This design comes from an exercise in tuning for small area, a short achievable clock period and few clock cycles on the open sky130 flow, not from production work. At most, simulation tests tie the RTL to the original design; equivalence was not proved.

## gbn_tx
module gbn_tx (
    input  wire         clk,
    input  wire         rst,           
    output wire         src_req,
    input  wire         src_valid,
    input  wire [15:0]  src_n,
    input  wire [63:0]  src_data,
    output wire         tx_valid,
    input  wire         tx_ready,
    output wire [15:0]  tx_len,
    output wire [127:0] tx_data,
    output wire         rx_req,
    input  wire         rx_valid,
    input  wire         rx_count,
    input  wire [15:0]  rx_len,
    input  wire [127:0] rx_data,
    output wire         tmr_req,
    input  wire         tmr_ack,
    output wire [1:0]   tmr_cmd,
    output wire [31:0]  tmr_arg,
    input  wire         tmr_expired,
    input  wire [1:0]   sta_addr,
    output reg  [31:0]  sta_data,
    output reg          trace_valid,
    output reg  [3:0]   trace_op,
    output wire         done,
    output wire         flt
);
    localparam integer W          = 8;
    localparam integer M          = 8;
    localparam [31:0]  TIMEOUT_MS = 32'd1000;
    localparam [3:0] OP_INIT = 4'h0, OP_LOOP = 4'h1, OP_SENTINEL = 4'h2,
                     OP_FILL_SKIP = 4'h3, OP_FILL_SEND = 4'h4, OP_FILL_EOF = 4'h5,
                     OP_RX_NONE = 4'h6, OP_RX_DISCARD = 4'h7, OP_ACK_STALE = 4'h8,
                     OP_ACK_AHEAD = 4'h9, OP_ACK_PARTIAL = 4'hA, OP_ACK_DRAIN = 4'hB,
                     OP_TMO_NONE = 4'hC, OP_TMO_SPURIOUS = 4'hD, OP_TMO_RETX = 4'hE;
    localparam [1:0] FC_SEQ_EXHAUSTED = 2'd1, FC_SRC_OVERRUN = 2'd2;
    localparam [3:0] S_SETDUR = 4'd0,  S_STOPI  = 4'd1,  S_SRC    = 4'd2,  S_TXN    = 4'd3,
                     S_FSTART = 4'd4,  S_RX     = 4'd5,  S_ACKC   = 4'd6,  S_TMO    = 4'd7,
                     S_RETX   = 4'd8,  S_RSTART = 4'd9,  S_SENT   = 4'd10, S_END    = 4'd11;
    localparam [1:0] TL_NONE = 2'd0, TL_LOOP = 2'd1, TL_LOOPSKIP = 2'd2, TL_SKIP = 2'd3;
    function [31:0] csa;            
        input [15:0] x, y, z;
  ...
Settings: LEC_CHECK=0, CAP_MARGIN=20, CORE_MARGIN=2, CORE_UTILIZATION=55, CTS_BUF_LIST=sky130_fd_sc_hd__clkbuf_4 sky130_fd_sc_hd__clkbuf_8, SLEW_MARGIN=20; clock period 13.0 ns.
standard.sh (not shown) runs the stock make flow with config.mk's settings and CLKGATE_MAP_FILE= SYNTH_SCRIPT=/design/flow/synth_recipe.tcl, a recipe that flattens the netlist after the stock synthesis.
==> flow/flow/run.sh <==
#!/bin/bash
# Standard ORFS layout with a larger setup-repair margin and the smallest
# buffer on each port. Full tool output goes to standard.log in the work folder.
set -euo pipefail
bash standard.sh finish SETUP_SLACK_MARGIN=7 \
  "BUFFER_PORTS_ARGS=-buffer_cell sky130_fd_sc_hd__buf_1" > standard.log 2>&1
The baseline ran to the end with no violations.
Testbench counts at the start, summed over its fixed seeds: cycles 47,037.
Edit:
--- a/flow/design.v
+++ b/flow/design.v
@@ -105,13 +105,13 @@
     reg         done_r, flt_r;
     reg         drain_r;       
     reg [15:0]  ack_r;         
     reg [15:0]  txs;
     reg [63:0]  txp;
     reg [3:0]   txl;
-    reg [31:0]  txcv;          
+    reg [15:0]  txck;
     reg [63:0]  slot_pay [0:W-1];
     reg [3:0]   slot_len [0:W-1];
     localparam integer QA = 3;
     localparam integer QD = 1 << QA;
     reg [5:0]   tq_mem [0:QD-1];
     reg [QA-1:0] tq_wp, tq_rp;
@@ -124,13 +124,12 @@
                       (((st == S_STOPI) || (st == S_TMO) || (st == S_RSTART)) && go_r);
     assign tmr_cmd  = (st == S_SETDUR) ? 2'd3 :
                       (st == S_STOPI)  ? 2'd2 :
                       (st == S_TMO)    ? 2'd0 :
                       (st == S_ACKC && drain_r) ? 2'd2 : 2'd1;
     assign tmr_arg  = (st == S_SETDUR) ? TIMEOUT_MS : 32'd0;
-    wire [15:0] txck = ~eac_add(txcv[15:0], txcv[31:16]);
     assign tx_data  = {txp, 4'd0, txl, 8'd0, txck[7:0], txck[15:8], 16'd0, txs[7:0], txs[15:8]};
     assign tx_len   = {11'd0, txl[3], ~txl[3], txl[2:0]};
     assign done = done_r;
     assign flt  = flt_r;
     wire [1:0] top_state = !all_sent ? 2'd0 : (all_acked ? 2'd2 : 2'd1);
     always @(*) begin
@@ -179,12 +178,13 @@
     wire [15:0] f_seq   = from_src ? nxt         : rd_seq;
     wire [63:0] f_pw = pwords(f_pay);
     wire [31:0] t1 = csa(f_seq, {12'd0, f_len}, f_pw[15:0]);
     wire [31:0] t2 = csa(f_pw[31:16], f_pw[47:32], f_pw[63:48]);
     wire [31:0] t3 = csa(t1[15:0], t1[31:16], t2[15:0]);
     wire [31:0] t4 = csa(t3[15:0], t3[31:16], t2[31:16]);
+    wire [15:0] f_ck = ~eac_add(t4[15:0], t4[31:16]);
     reg        push;
     reg [5:0]  push_e;
     wire       pop      = (tq_tail == TL_NONE) && (tq_cnt != 0);
     wire [QA:0] cnt_next = tq_cnt + push - pop;
     wire [1:0] tail_next = (tq_tail != TL_NONE) ? ((tq_tail == TL_LOOPSKIP) ? TL_SKIP : TL_NONE) :
                            pop ? tq_mem[tq_rp][1:0] : TL_NONE;
@@ -265,17 +265,17 @@
         end
     end
     always @(posedge clk) begin
         if ((st == S_SRC) || (st == S_TMO) || (st == S_RETX && tx_ready)) begin
             txp  <= f_pay;
             txl  <= f_len;
-            txcv <= t4;
+            txck <= f_ck;
             txs  <= f_seq;
             if (st == S_TMO && fin) begin
                 txl  <= 4'd0;
-                txcv <= {16'd0, nxt};
+                txck <= ~nxt;
                 txs  <= nxt;
             end
         end
     end
     always @(posedge clk) begin
         if (st == S_RX) ack_r <= rx_ack;
After rerunning: The new run produced a clean layout. Die area goes down by 2.8%. Cell count goes down by 12%. Routed wire length goes down by 2.8%. Worst setup slack loses 470 ps. Core utilization goes up by 3.3 points. Global-route usage goes up by 0.22 points. Cell area goes up by 1.8%.
The RTL of the second run of this note was laid out without a check of its function.

-- separate check: timing with driven ports --
How much do the figures lean on ideal ports? The routed layouts below were timed once more, with nothing changed but the port constraints.
Step 1 (the two cells are an assumption about what drives the block):
set clk [get_ports {clk}]
set_driving_cell -lib_cell sky130_fd_sc_hd__clkbuf_16 $clk
set_driving_cell -lib_cell sky130_fd_sc_hd__buf_2 [delete_from_list [all_inputs] $clk]
Step 2 moves the port delays by t, midway between the first and last clock arrival at a register: inputs arrive t later, outputs are due t later. That takes back most of the time a late clock gives input paths.
Three values: no drivers, after step 1, after step 2; two values: the first two.
run | t, ns | setup slack, ns | slew at the worst register clock pin (ns)
the first run | 0.855 | 6.664 / 6.666 / 5.811 | 0.07 / 0.07
the second run | 0.857 | 6.199 / 6.186 / 5.329 | 0.07 / 0.07
After both steps setup and hold are still met in every run listed. The setup slack of the second run, which loses most, moves by -0.013 ns with the drivers and by -0.870 ns with both steps.
